Source: an optimization exercise on an open RTL-to-GDS flow (aim: small area). Production flows keep margins and buffers that such runs may drop. The RTL was checked by simulation tests, not by an equivalence proof against the original design. Power and IR drop assume default switching activity.

==> v3: inputs <==
==> flow/design.v <==
module mipsim_core #(
    parameter BTB_ENTRIES = 16,    
    parameter RAS_DEPTH   = 8,     
    parameter DMEM_AW     = 8      
) (
    input  wire               clk,
    input  wire               rst,           
    input  wire [10:0]        prog_len,      
    output wire [31:0]        pc,            
    input  wire [31:0]        imem_rdata,    
    output wire               dmem_re,       
    output wire               dmem_we,       
    output wire [DMEM_AW-1:0] dmem_addr,     
    output wire [31:0]        dmem_wdata,
    input  wire [31:0]        dmem_rdata,    
    output wire               wb_en,         
    output wire [4:0]         wb_rd,
    output wire [31:0]        wb_data,
    output wire [2:0]         fault,         
    output wire               done           
);
    localparam [2:0] F_NONE = 3'd0, F_REGZERO = 3'd1, F_MEMRANGE = 3'd3,
                     F_UNDERFLOW = 3'd4, F_OVERFLOW = 3'd5;
    reg  [31:0] pc_r;
    reg         stalled_prev;
    reg  [2:0]  fault_r;
    reg         pf_hold;
    reg         f_valid;
    reg  [31:0] f_ir;
    reg         d_valid;
    reg  [31:0] d_ir;
    reg  [12:0] d_fall;       
    reg         d_pred;       
    reg  [31:0] d_opa;        
    reg         e_valid;
    reg         e_hd;         
    reg  [4:0]  e_dest;
    reg         e_lw;
    reg         e_sw;
    reg  [31:0] e_result;     
    reg  [DMEM_AW-1:0] e_addr;
    reg         e_inr;        
    reg         m_valid;
    reg         m_w;          
    reg  [4:0]  m_dest;
    reg  [31:0] m_result;
    reg  [31:0] regs [1:31];
    reg  [15:0] btb_valid;
    reg  [15:0] btb_taken;
    reg  [7:0]  btb_tag [0:15];   
    reg         btb_t12;          
    reg  [12:0] ras [0:7];
    reg  [3:0]  ras_sp;
    function automatic [11:0] dec;
        input [31:0] w;
        reg [5:0] op, fn;
        reg r;
        begin
            op = w[31:26];
            fn = w[5:0];
            r  = (op == 6'h00);
            dec = 12'd0;
            dec[0]  = r && (fn == 6'h20);    
            dec[1]  = (op == 6'h08);         
            dec[2]  = r && (fn == 6'h2A);    
            dec[3]  = r && (fn == 6'h26);    
            dec[4]  = (op == 6'h23);         
            dec[5]  = (op == 6'h2B);         
            dec[6]  = (op == 6'h02);         
            dec[7]  = (op == 6'h03);         
            dec[8]  = r && (fn == 6'h08);    
            dec[9]  = (op == 6'h3E);         
            dec[10] = (op == 6'h3F);         
            dec[11] = (op == 6'h06);         
        end
    endfunction
    localparam I_ADD = 0, I_ADDI = 1, I_SLT = 2, I_XOR = 3, I_LW = 4, I_SW = 5,
               I_J = 6, I_JAL = 7, I_JR = 8, I_CALL = 9, I_RET = 10, I_BLE = 11;
    wire [4:0]  ra_idx = f_ir[25:21];     
    wire [4:0]  rb_idx = d_ir[20:16];     
    reg  [31:0] ra_val, rb_val;
    integer k;
    always @(*) begin
        ra_val = 32'd0;
        rb_val = 32'd0;
        for (k = 1; k < 32; k = k + 1) begin
            if (ra_idx == k) ra_val = regs[k];
            if (rb_idx == k) rb_val = regs[k];
        end
    end
    wire w_fault = m_w && (m_dest == 5'd0);
    wire e_mem   = e_valid && (e_lw || e_sw);
    wire m_fault = e_mem && !e_inr;
    wire [31:0] mem_val = e_lw ? dmem_rdata : e_result;
    wire [11:0] dd = dec(d_ir);
    wire [4:0]  d_rs = d_ir[25:21];
    wire [4:0]  d_rt = d_ir[20:16];
    wire [4:0]  d_rd = d_ir[15:11];
    wire [31:0] d_imm = {{16{d_ir[15]}}, d_ir[15:0]};
    wire d_alu_r    = dd[I_ADD] | dd[I_SLT] | dd[I_XOR];
    wire d_use_rs   = d_alu_r | dd[I_ADDI] | dd[I_LW] | dd[I_SW] | dd[I_BLE];
    wire d_use_rt   = d_alu_r | dd[I_SW] | dd[I_BLE];
    wire d_has_dest = d_alu_r | dd[I_ADDI] | dd[I_LW] | dd[I_JAL];
    wire [4:0] d_dest = d_alu_r ? d_rd : (dd[I_JAL] ? 5'd31 : d_rt);
    wire e_match_rs = e_hd && (e_dest == d_rs);
    wire e_match_rt = e_hd && (e_dest == d_rt);
    wire [31:0] x_a = e_match_rs ? e_result : d_opa;
    wire [31:0] x_b = e_match_rt ? e_result : rb_val;
    wire stall_e = d_valid && ((d_use_rs && e_match_rs && e_lw) ||
                               (d_use_rt && e_match_rt && e_lw));
    wire exec_e  = d_valid && !stall_e;
    wire        x_cmp_op = dd[I_SLT] | dd[I_BLE];
    wire [31:0] x_bop = dd[I_ADD] ? x_b : (x_cmp_op ? ~x_b : d_imm);
    wire        x_cin = dd[I_SLT];
    wire [32:0] x_sum1 = {x_a, 1'b1} + {x_bop, x_cin};
    wire [31:0] x_sum = x_sum1[32:1];
    wire        x_cmp = (x_a[31] ^ x_b[31]) ? x_a[31] : x_sum[31];
    wire [31:0] x_alu = dd[I_SLT] ? {31'd0, x_cmp} :
                        dd[I_XOR] ? (x_a ^ x_b) : x_sum;
    wire        x_le  = x_cmp;
    wire [18:0] d_bt = {6'd0, d_fall} + {{1{d_imm[15]}}, d_imm[15:0], 2'b00};
    wire [31:0] d_btarget = {{13{d_bt[18]}}, d_bt};
    wire        ble_e      = exec_e && dd[I_BLE];
    wire        jump_e     = ble_e && (x_le != d_pred);
    wire [31:0] jump_e_tgt = x_le ? d_btarget : {19'd0, d_fall};
    wire [3:0] bu_idx = d_fall[5:2];
    wire [7:0] bu_key = {d_fall[11:6], d_fall[1:0]};
    wire bu_hit = btb_valid[bu_idx] && (btb_tag[bu_idx] == bu_key) &&
                  ((bu_idx != 4'd0) || (btb_t12 == d_fall[12]));
    wire bu_we  = ble_e && (x_le || bu_hit);
    wire [11:0] fd = dec(f_ir);
    wire [4:0]  f_rs = f_ir[25:21];
    wire [12:0] f_fall = pc_r[12:0];
    wire [18:0] f_bt = {6'd0, f_fall} + {{1{f_ir[15]}}, f_ir[15:0], 2'b00};
    wire [31:0] f_btarget = {{13{f_bt[18]}}, f_bt};
    wire dj_match = d_valid && d_has_dest && (d_dest == f_rs);
    wire ej_match = e_hd && (e_dest == f_rs);
    reg  [31:0] jr_val;
    reg         jr_stall;
    always @(*) begin
        jr_stall = 1'b0;
        if (dj_match && dd[I_JAL])
            jr_val = {19'd0, d_fall};
        else if (ej_match && !e_lw)
            jr_val = e_result;
        else begin
            jr_val = ra_val;
            jr_stall = dj_match || ej_match;
        end
    end
    wire stall_d = f_valid && !stall_e && fd[I_JR] && jr_stall;
    wire dec_d   = f_valid && !stall_e && !stall_d;
    wire [3:0] bl_idx = f_fall[5:2];
    wire [7:0] bl_key = {f_fall[11:6], f_fall[1:0]};
    wire bl_byp   = bu_we && (bu_idx == bl_idx);
    wire bl_hit_s = btb_valid[bl_idx] && (btb_tag[bl_idx] == bl_key) &&
                    ((bl_idx != 4'd0) || (btb_t12 == f_fall[12]));
    wire bl_pred  = bl_byp ? ((d_fall == f_fall) && x_le)
                           : (bl_hit_s && btb_taken[bl_idx]);
    wire ras_push = dec_d && fd[I_CALL];
    wire ras_pop  = dec_d && fd[I_RET];
    wire d_fault_over  = ras_push && ras_sp[3];
    wire d_fault_under = ras_pop && (ras_sp == 4'd0);
    wire [2:0]  ras_top_idx = ras_sp[2:0] - 3'd1;
    wire [12:0] ras_top = ras[ras_top_idx];
    reg         jump_d_req;
    reg  [31:0] jump_d_tgt;
    always @(*) begin
        jump_d_req = 1'b0;
        jump_d_tgt = 32'd0;
        if (fd[I_J] || fd[I_JAL] || fd[I_CALL]) begin
            jump_d_req = 1'b1;
            jump_d_tgt = {pc_r[31:28], f_ir[25:0], 2'b00};
        end else if (fd[I_JR]) begin
            jump_d_req = 1'b1;
            jump_d_tgt = jr_val;
        end else if (fd[I_RET]) begin
            jump_d_req = 1'b1;
            jump_d_tgt = {19'd0, ras_top};
        end else if (fd[I_BLE] && bl_pred) begin
            jump_d_req = 1'b1;
            jump_d_tgt = f_btarget;
        end
    end
    wire jump_d = dec_d && jump_d_req && !jump_e;
    wire fetchable = (pc_r[31:12] == 20'd0) && (pc_r[11:2] < prog_len);
    wire issue     = fetchable && !stalled_prev;
    wire pf_exists = issue || pf_hold;
    wire stalled = stall_e || stall_d;
    wire jumped  = jump_e || jump_d;
    wire window_empty = !pf_hold && !f_valid && !d_valid && !e_valid && !m_valid;
    wire idle = !fetchable && window_empty;
    wire [2:0] fault_now = w_fault       ? F_REGZERO   :
                           m_fault       ? F_MEMRANGE  :
                           d_fault_under ? F_UNDERFLOW :
                           d_fault_over  ? F_OVERFLOW  : F_NONE;
    wire run     = (fault_r == F_NONE);
    wire advance = run && (fault_now == F_NONE) && !idle;
    assign pc         = pc_r;
    assign fault      = fault_r;
    assign done       = run && idle;
    assign wb_en      = run && m_w && !w_fault;
    assign wb_rd      = m_dest;
    assign wb_data    = m_result;
    assign dmem_re    = run && !w_fault && e_valid && e_lw && e_inr;
    assign dmem_we    = run && !w_fault && e_valid && e_sw && e_inr;
    assign dmem_addr  = e_addr;
    assign dmem_wdata = e_result;
    always @(posedge clk) begin
        if (rst)
            fault_r <= F_NONE;
        else if (run && fault_now != F_NONE)
            fault_r <= fault_now;
    end
    always @(posedge clk) begin
        if (rst) begin
            pc_r         <= 32'd0;
            stalled_prev <= 1'b0;
            pf_hold      <= 1'b0;
            f_valid      <= 1'b0;
            d_valid      <= 1'b0;
            e_valid      <= 1'b0;
            e_hd         <= 1'b0;
            m_valid      <= 1'b0;
            m_w          <= 1'b0;
        end else if (advance) begin
            if (jump_e)
                pc_r <= jump_e_tgt;
            else if (jump_d)
                pc_r <= jump_d_tgt;
            else if (!stalled && fetchable)
                pc_r <= {19'd0, pc_r[12:0] + 13'd4};
            stalled_prev <= stalled && !jumped;
            pf_hold      <= pf_exists && stalled && !jumped;
            m_valid <= e_valid;
            m_w     <= e_hd;
            e_valid <= exec_e;
            e_hd    <= exec_e && d_has_dest;
            if (!stall_e)
                d_valid <= dec_d && !jump_e;
            if (!stalled)
                f_valid <= pf_exists && !jumped;
            else if (jump_e)
                f_valid <= 1'b0;
        end
    end
    wire        rf_we  = advance && e_hd && (e_dest != 5'd0);
    always @(posedge clk) begin
        m_dest   <= e_dest;
        m_result <= mem_val;
        e_dest   <= d_dest;
        e_lw     <= dd[I_LW];
        e_sw     <= dd[I_SW];
        e_result <= dd[I_JAL] ? {19'd0, d_fall} : (dd[I_SW] ? x_b : x_alu);
        e_addr   <= x_sum[DMEM_AW+1:2];
        e_inr    <= (x_sum[31:DMEM_AW+2] == 0);
        if (!stall_e) begin
            d_ir   <= f_ir;
            d_fall <= f_fall;
            d_pred <= fd[I_BLE] && bl_pred;
        end
        if (!stalled)
            f_ir <= imem_rdata;
    end
    wire [4:0]  sh_idx  = stall_e ? d_rs : f_rs;
    wire [31:0] sh_base = stall_e ? d_opa : ra_val;
    always @(posedge clk)
        d_opa <= (rf_we && e_dest == sh_idx) ? mem_val : sh_base;
    wire [31:0] rf_wd = rst ? 32'd0 : mem_val;
    integer i;
    always @(posedge clk) begin
        for (i = 1; i < 32; i = i + 1)
            if (rst || (rf_we && e_dest == i))
                regs[i] <= rf_wd;
    end
    always @(posedge clk) begin
        for (i = 0; i < 16; i = i + 1)
            if (rst || (advance && bu_we && bu_idx == i)) begin
                btb_valid[i] <= !rst;
                btb_taken[i] <= x_le;
                btb_tag[i]   <= bu_key;
            end
        if (advance && bu_we && bu_idx == 4'd0)
            btb_t12 <= d_fall[12];
    end
    always @(posedge clk) begin
        if (rst)
            ras_sp <= 4'd0;
        else if (advance) begin
            if (ras_push)
                ras_sp <= ras_sp + 4'd1;
            else if (ras_pop)
                ras_sp <= ras_sp - 4'd1;
        end
    end
    always @(posedge clk) begin
        if (advance && ras_push)
            ras[ras_sp[2:0]] <= f_fall;
    end
endmodule
==> flow/run.sh <==
#!/bin/bash
# synth_recipe.tcl (not shown) runs the flow's synth.tcl, then flattens the netlist and writes it again
# the make line also repeats each setting of config.mk as NAME=value (left out here)
make -C /OpenROAD-flow-scripts/flow DESIGN_CONFIG=/design/flow/config.mk WORK_HOME=/design/flow/orfs CLKGATE_MAP_FILE= SYNTH_SCRIPT=/design/flow/synth_recipe.tcl finish
==> flow/config.mk <==
export PLATFORM = sky130hd
export DESIGN_NAME = mipsim_core
export DESIGN_NICKNAME = mipsim_core
export VERILOG_FILES = /design/flow/design.v
export SDC_FILE = /design/flow/constraint.sdc
export NUM_CORES = 4
export LEC_CHECK = 0
export CAP_MARGIN = 20
export CORE_MARGIN = 2
export CORE_UTILIZATION = 40
export SLEW_MARGIN = 20
==> flow/constraint.sdc <==
create_clock -name core_clock -period 9.0 [get_ports {clk}]
set_input_delay 1.8000 -clock core_clock [delete_from_list [all_inputs] [get_ports {clk}]]
set_output_delay 1.8000 -clock core_clock [all_outputs]
set_load 0.01 [all_outputs]
==> inputs of v32, as changes to v3 <==
--- a/flow/design.v
+++ b/flow/design.v
@@ -30,3 +30,4 @@
     reg         d_valid;
-    reg  [31:0] d_ir;
+    reg  [7:0]  d_cls;        
+    reg  [25:0] d_ir;         
     reg  [12:0] d_fall;       
@@ -47,4 +48,3 @@
     reg  [31:0] regs [1:31];
-    reg  [15:0] btb_valid;
-    reg  [15:0] btb_taken;
+    reg  [15:0] btb_vt;
     reg  [7:0]  btb_tag [0:15];   
@@ -56,3 +56,3 @@
         reg [5:0] op, fn;
-        reg r;
+        reg r, lo;
         begin
@@ -60,16 +60,17 @@
             fn = w[5:0];
-            r  = (op == 6'h00);
+            lo = !op[5];
+            r  = lo && !op[3] && !op[2] && !op[1];
             dec = 12'd0;
-            dec[0]  = r && (fn == 6'h20);    
-            dec[1]  = (op == 6'h08);         
-            dec[2]  = r && (fn == 6'h2A);    
-            dec[3]  = r && (fn == 6'h26);    
-            dec[4]  = (op == 6'h23);         
-            dec[5]  = (op == 6'h2B);         
-            dec[6]  = (op == 6'h02);         
-            dec[7]  = (op == 6'h03);         
-            dec[8]  = r && (fn == 6'h08);    
-            dec[9]  = (op == 6'h3E);         
-            dec[10] = (op == 6'h3F);         
-            dec[11] = (op == 6'h06);         
+            dec[0]  = r && fn[5] && !fn[3] && !fn[2];     
+            dec[1]  = lo && op[3];                        
+            dec[2]  = r && fn[5] && fn[3];                
+            dec[3]  = r && fn[2];                         
+            dec[4]  = op[5] && !op[4] && !op[3];          
+            dec[5]  = op[5] && !op[4] && op[3];           
+            dec[6]  = lo && !op[2] && op[1] && !op[0];    
+            dec[7]  = lo && !op[2] && op[1] && op[0];     
+            dec[8]  = r && !fn[5] && fn[3];               
+            dec[9]  = op[5] && op[4] && !op[0];           
+            dec[10] = op[5] && op[4] && op[0];            
+            dec[11] = lo && op[2];                        
         end
@@ -86,4 +87,4 @@
         for (k = 1; k < 32; k = k + 1) begin
-            if (ra_idx == k) ra_val = regs[k];
-            if (rb_idx == k) rb_val = regs[k];
+            ra_val = ra_val | ({32{ra_idx == k}} & regs[k]);
+            rb_val = rb_val | ({32{rb_idx == k}} & regs[k]);
         end
@@ -94,3 +95,3 @@
     wire [31:0] mem_val = e_lw ? dmem_rdata : e_result;
-    wire [11:0] dd = dec(d_ir);
+    wire [11:0] dd = {d_cls[7], 3'd0, d_cls[6], 1'b0, d_cls[5:0]};
     wire [4:0]  d_rs = d_ir[25:21];
@@ -127,5 +128,3 @@
     wire [7:0] bu_key = {d_fall[11:6], d_fall[1:0]};
-    wire bu_hit = btb_valid[bu_idx] && (btb_tag[bu_idx] == bu_key) &&
-                  ((bu_idx != 4'd0) || (btb_t12 == d_fall[12]));
-    wire bu_we  = ble_e && (x_le || bu_hit);
+    wire bu_we  = jump_e;
     wire [11:0] fd = dec(f_ir);
@@ -154,7 +153,5 @@
     wire [7:0] bl_key = {f_fall[11:6], f_fall[1:0]};
-    wire bl_byp   = bu_we && (bu_idx == bl_idx);
-    wire bl_hit_s = btb_valid[bl_idx] && (btb_tag[bl_idx] == bl_key) &&
+    wire bl_hit_s = btb_vt[bl_idx] && (btb_tag[bl_idx] == bl_key) &&
                     ((bl_idx != 4'd0) || (btb_t12 == f_fall[12]));
-    wire bl_pred  = bl_byp ? ((d_fall == f_fall) && x_le)
-                           : (bl_hit_s && btb_taken[bl_idx]);
+    wire bl_pred  = bl_hit_s;
     wire ras_push = dec_d && fd[I_CALL];
@@ -257,3 +254,4 @@
         if (!stall_e) begin
-            d_ir   <= f_ir;
+            d_cls  <= {fd[I_BLE], fd[I_JAL], fd[5:0]};
+            d_ir   <= f_ir[25:0];
             d_fall <= f_fall;
@@ -278,4 +276,3 @@
             if (rst || (advance && bu_we && bu_idx == i)) begin
-                btb_valid[i] <= !rst;
-                btb_taken[i] <= x_le;
+                btb_vt[i]    <= !rst && x_le;
                 btb_tag[i]   <= bu_key;
==> flow/flow/run.sh (new file) <==
#!/bin/bash
# Layout flow: the standard flow (standard.sh, unchanged synthesis and
# steps) with three layout settings passed to ORFS through the environment:
#  - port buffers use the smallest buffer (every port still gets one);
#  - clock tree: larger sink clusters and no dummy loads;
#  - after global routing, non-critical cells are downsized (power recovery).
# Each tool's full output is kept in the ORFS log folder
# (orfs/logs/<platform>/mipsim_core/base/); make's own output goes to standard.log.
set -euo pipefail
cd "$(dirname "$0")/.."
export BUFFER_PORTS_ARGS="-buffer_cell sky130_fd_sc_hd__buf_1"
export CTS_ARGS="-sink_clustering_enable -repair_clock_nets -sink_clustering_size 30 -sink_clustering_max_diameter 80 -dont_use_dummy_load"
export RECOVER_POWER=100
bash standard.sh > standard.log 2>&1
==> flow/standard.sh (new file) <==
#!/bin/bash
# synth_recipe.tcl (not shown) runs the flow's synth.tcl, then flattens the netlist and writes it again
# the make line also repeats each setting of config.mk as NAME=value (left out here)
make -C /OpenROAD-flow-scripts/flow DESIGN_CONFIG=/design/flow/config.mk WORK_HOME=/design/flow/orfs CLKGATE_MAP_FILE= SYNTH_SCRIPT=/design/flow/synth_recipe.tcl "${@:-finish}"
removed: flow/run.sh
==> inputs of v1, as changes to v3 <==
--- a/flow/design.v
+++ b/flow/design.v
@@ -30,4 +30,5 @@
     reg         d_valid;
-    reg  [31:0] d_ir;
-    reg  [12:0] d_fall;       
+    reg  [7:0]  d_cls;        
+    reg  [25:0] d_ir;         
+    reg  [11:0] d_fall_s;     
     reg         d_pred;       
@@ -47,7 +48,5 @@
     reg  [31:0] regs [1:31];
-    reg  [15:0] btb_valid;
-    reg  [15:0] btb_taken;
+    reg  [15:0] btb_vt;
     reg  [7:0]  btb_tag [0:15];   
-    reg         btb_t12;          
-    reg  [12:0] ras [0:7];
+    reg  [11:0] ras [0:7];        
     reg  [3:0]  ras_sp;
@@ -56,3 +55,3 @@
         reg [5:0] op, fn;
-        reg r;
+        reg r, lo;
         begin
@@ -60,17 +59,22 @@
             fn = w[5:0];
-            r  = (op == 6'h00);
+            lo = !op[5];
+            r  = lo && !op[3] && !op[2] && !op[1];
             dec = 12'd0;
-            dec[0]  = r && (fn == 6'h20);    
-            dec[1]  = (op == 6'h08);         
-            dec[2]  = r && (fn == 6'h2A);    
-            dec[3]  = r && (fn == 6'h26);    
-            dec[4]  = (op == 6'h23);         
-            dec[5]  = (op == 6'h2B);         
-            dec[6]  = (op == 6'h02);         
-            dec[7]  = (op == 6'h03);         
-            dec[8]  = r && (fn == 6'h08);    
-            dec[9]  = (op == 6'h3E);         
-            dec[10] = (op == 6'h3F);         
-            dec[11] = (op == 6'h06);         
-        end
+            dec[0]  = r && fn[5] && !fn[3] && !fn[2];     
+            dec[1]  = lo && op[3];                        
+            dec[2]  = r && fn[5] && fn[3];                
+            dec[3]  = r && fn[2];                         
+            dec[4]  = op[5] && !op[4] && !op[3];          
+            dec[5]  = op[5] && !op[4] && op[3];           
+            dec[6]  = lo && !op[2] && op[1] && !op[0];    
+            dec[7]  = lo && !op[2] && op[1] && op[0];     
+            dec[8]  = r && !fn[5] && fn[3];               
+            dec[9]  = op[5] && op[4] && !op[0];           
+            dec[10] = op[5] && op[4] && op[0];            
+            dec[11] = lo && op[2];                        
+        end
+    endfunction
+    function automatic [12:0] fall13;
+        input [11:0] f;
+        fall13 = {(f[11:2] == 10'd0), f};
     endfunction
@@ -86,4 +90,4 @@
         for (k = 1; k < 32; k = k + 1) begin
-            if (ra_idx == k) ra_val = regs[k];
-            if (rb_idx == k) rb_val = regs[k];
+            ra_val = ra_val | ({32{ra_idx == k}} & regs[k]);
+            rb_val = rb_val | ({32{rb_idx == k}} & regs[k]);
         end
@@ -94,3 +98,3 @@
     wire [31:0] mem_val = e_lw ? dmem_rdata : e_result;
-    wire [11:0] dd = dec(d_ir);
+    wire [11:0] dd = {d_cls[7], 3'd0, d_cls[6], 1'b0, d_cls[5:0]};
     wire [4:0]  d_rs = d_ir[25:21];
@@ -120,2 +124,3 @@
     wire        x_le  = x_cmp;
+    wire [12:0] d_fall = fall13(d_fall_s);
     wire [18:0] d_bt = {6'd0, d_fall} + {{1{d_imm[15]}}, d_imm[15:0], 2'b00};
@@ -127,5 +132,3 @@
     wire [7:0] bu_key = {d_fall[11:6], d_fall[1:0]};
-    wire bu_hit = btb_valid[bu_idx] && (btb_tag[bu_idx] == bu_key) &&
-                  ((bu_idx != 4'd0) || (btb_t12 == d_fall[12]));
-    wire bu_we  = ble_e && (x_le || bu_hit);
+    wire bu_we  = jump_e;
     wire [11:0] fd = dec(f_ir);
@@ -154,7 +157,4 @@
     wire [7:0] bl_key = {f_fall[11:6], f_fall[1:0]};
-    wire bl_byp   = bu_we && (bu_idx == bl_idx);
-    wire bl_hit_s = btb_valid[bl_idx] && (btb_tag[bl_idx] == bl_key) &&
-                    ((bl_idx != 4'd0) || (btb_t12 == f_fall[12]));
-    wire bl_pred  = bl_byp ? ((d_fall == f_fall) && x_le)
-                           : (bl_hit_s && btb_taken[bl_idx]);
+    wire bl_hit_s = btb_vt[bl_idx] && (btb_tag[bl_idx] == bl_key);
+    wire bl_pred  = bl_hit_s;
     wire ras_push = dec_d && fd[I_CALL];
@@ -164,3 +164,3 @@
     wire [2:0]  ras_top_idx = ras_sp[2:0] - 3'd1;
-    wire [12:0] ras_top = ras[ras_top_idx];
+    wire [12:0] ras_top = fall13(ras[ras_top_idx]);
     reg         jump_d_req;
@@ -257,4 +257,5 @@
         if (!stall_e) begin
-            d_ir   <= f_ir;
-            d_fall <= f_fall;
+            d_cls  <= {fd[I_BLE], fd[I_JAL], fd[5:0]};
+            d_ir   <= f_ir[25:0];
+            d_fall_s <= f_fall[11:0];
             d_pred <= fd[I_BLE] && bl_pred;
@@ -278,8 +279,5 @@
             if (rst || (advance && bu_we && bu_idx == i)) begin
-                btb_valid[i] <= !rst;
-                btb_taken[i] <= x_le;
+                btb_vt[i]    <= !rst && x_le;
                 btb_tag[i]   <= bu_key;
             end
-        if (advance && bu_we && bu_idx == 4'd0)
-            btb_t12 <= d_fall[12];
     end
@@ -297,3 +295,3 @@
         if (advance && ras_push)
-            ras[ras_sp[2:0]] <= f_fall;
+            ras[ras_sp[2:0]] <= f_fall[11:0];
     end
CTS_CLUSTER_DIAMETER = 60   (was default)
CTS_CLUSTER_SIZE = 30   (was default)
==> impl_results.md <==
- Average wire per standard cell: 41.0 um
- Post-Syn Nets: 5,475
- Worst IR Drop VDD: 0.000174 V
- MaxCap Viol Count: 0
- Clock buffer count: 112
- Run status: finished clean
- Worst setup margin: 547 ps
- Met1 layer wirelength in the final routing: 113,000 um
- Combinational fraction of design power: 0.218
[end of results for v1]
==> impl_results.md <==
- Post-Syn Nets: 6,013
- MaxCap Viol Count: 0
- Remaining DRCs: 0
- Dominant cells by area after synthesis: edfxtp_1, a22oi_1, dfxtp_1, nor2_1, o21ai_0
- Clock buffer count: 212
- Worst IR Drop VDD: 0.000217 V
- Worst setup margin: 300 ps
- Run status: finished clean
- Share of final-layout standard cells stronger than drive strength 1: 0.137
- Met1 layer wirelength in the final routing: 118,000 um
[end of results for v3]
==> impl_results.md <==
- Worst-path cell chain: clkbuf_1 > inv_1 > o22ai_1 > nor2_1 > o21ai_0 > or4_1 > and3_1 > nand3b_4 > or3_1 > inv_1 > ha_1 > a311oi_2 > o31a_1 > and3_1 > and2_0 > a21o_2 > clkbuf_2
- Maximum level of the CTS H-tree: 3
- Run status: finished with violations
- Combinational fraction of design power: 0.237
- Fail Reasons: max-capacitance violations, max-slew violations, negative setup slack
- Total count of max-transition violations in the final report: 1,432
- MaxCap Viol Count: 48
- Post-Syn Nets: 5,295
- Worst setup margin: -74.3 ps
- Multi-input logic portion of the cell area: 0.309
- Count of endpoints failing setup in the final report: 14
- Worst IR Drop VDD: 0.000157 V
[end of results for v32]

static timing again, ports no longer ideal:
In the flow no input, the clock included, has a driving cell. The finished layouts below were timed again as built, in two steps.
Step 1 assumes that a clkbuf_16 drives the clock port and a buf_2 every other input.
Step 2 moves the port delays by t, midway between the first and last clock arrival at a register: inputs arrive t later, outputs are due t later. That takes back most of the time a late clock gives input paths.
Slacks: ideal ports / drivers / drivers and shift; pairs: ideal ports / drivers.
| run | t, ns | setup WS [ns] | hold WS [ns] | latest minus earliest clock arrival (ns) | worst data-port slew with drivers (ns) |
|---|---|---|---|---|---|
| v3 | 0.909 | 0.300 / 0.300 / 0.300 | 0.471 / 0.471 / 0.471 | 0.043 / 0.043 | 0.10 |
| v32 | 0.791 | -0.074 / -0.074 / -0.197 | 0.391 / 0.391 / 0.391 | 0.171 / 0.171 | 0.09 |
| v1 | 0.875 | 0.547 / 0.547 / 0.547 | 0.466 / 0.466 / 0.466 | 0.075 / 0.075 | 0.12 |
For v32, which loses most, drivers alone change the setup slack by 0.000 ns; drivers and shift together by -0.123 ns.
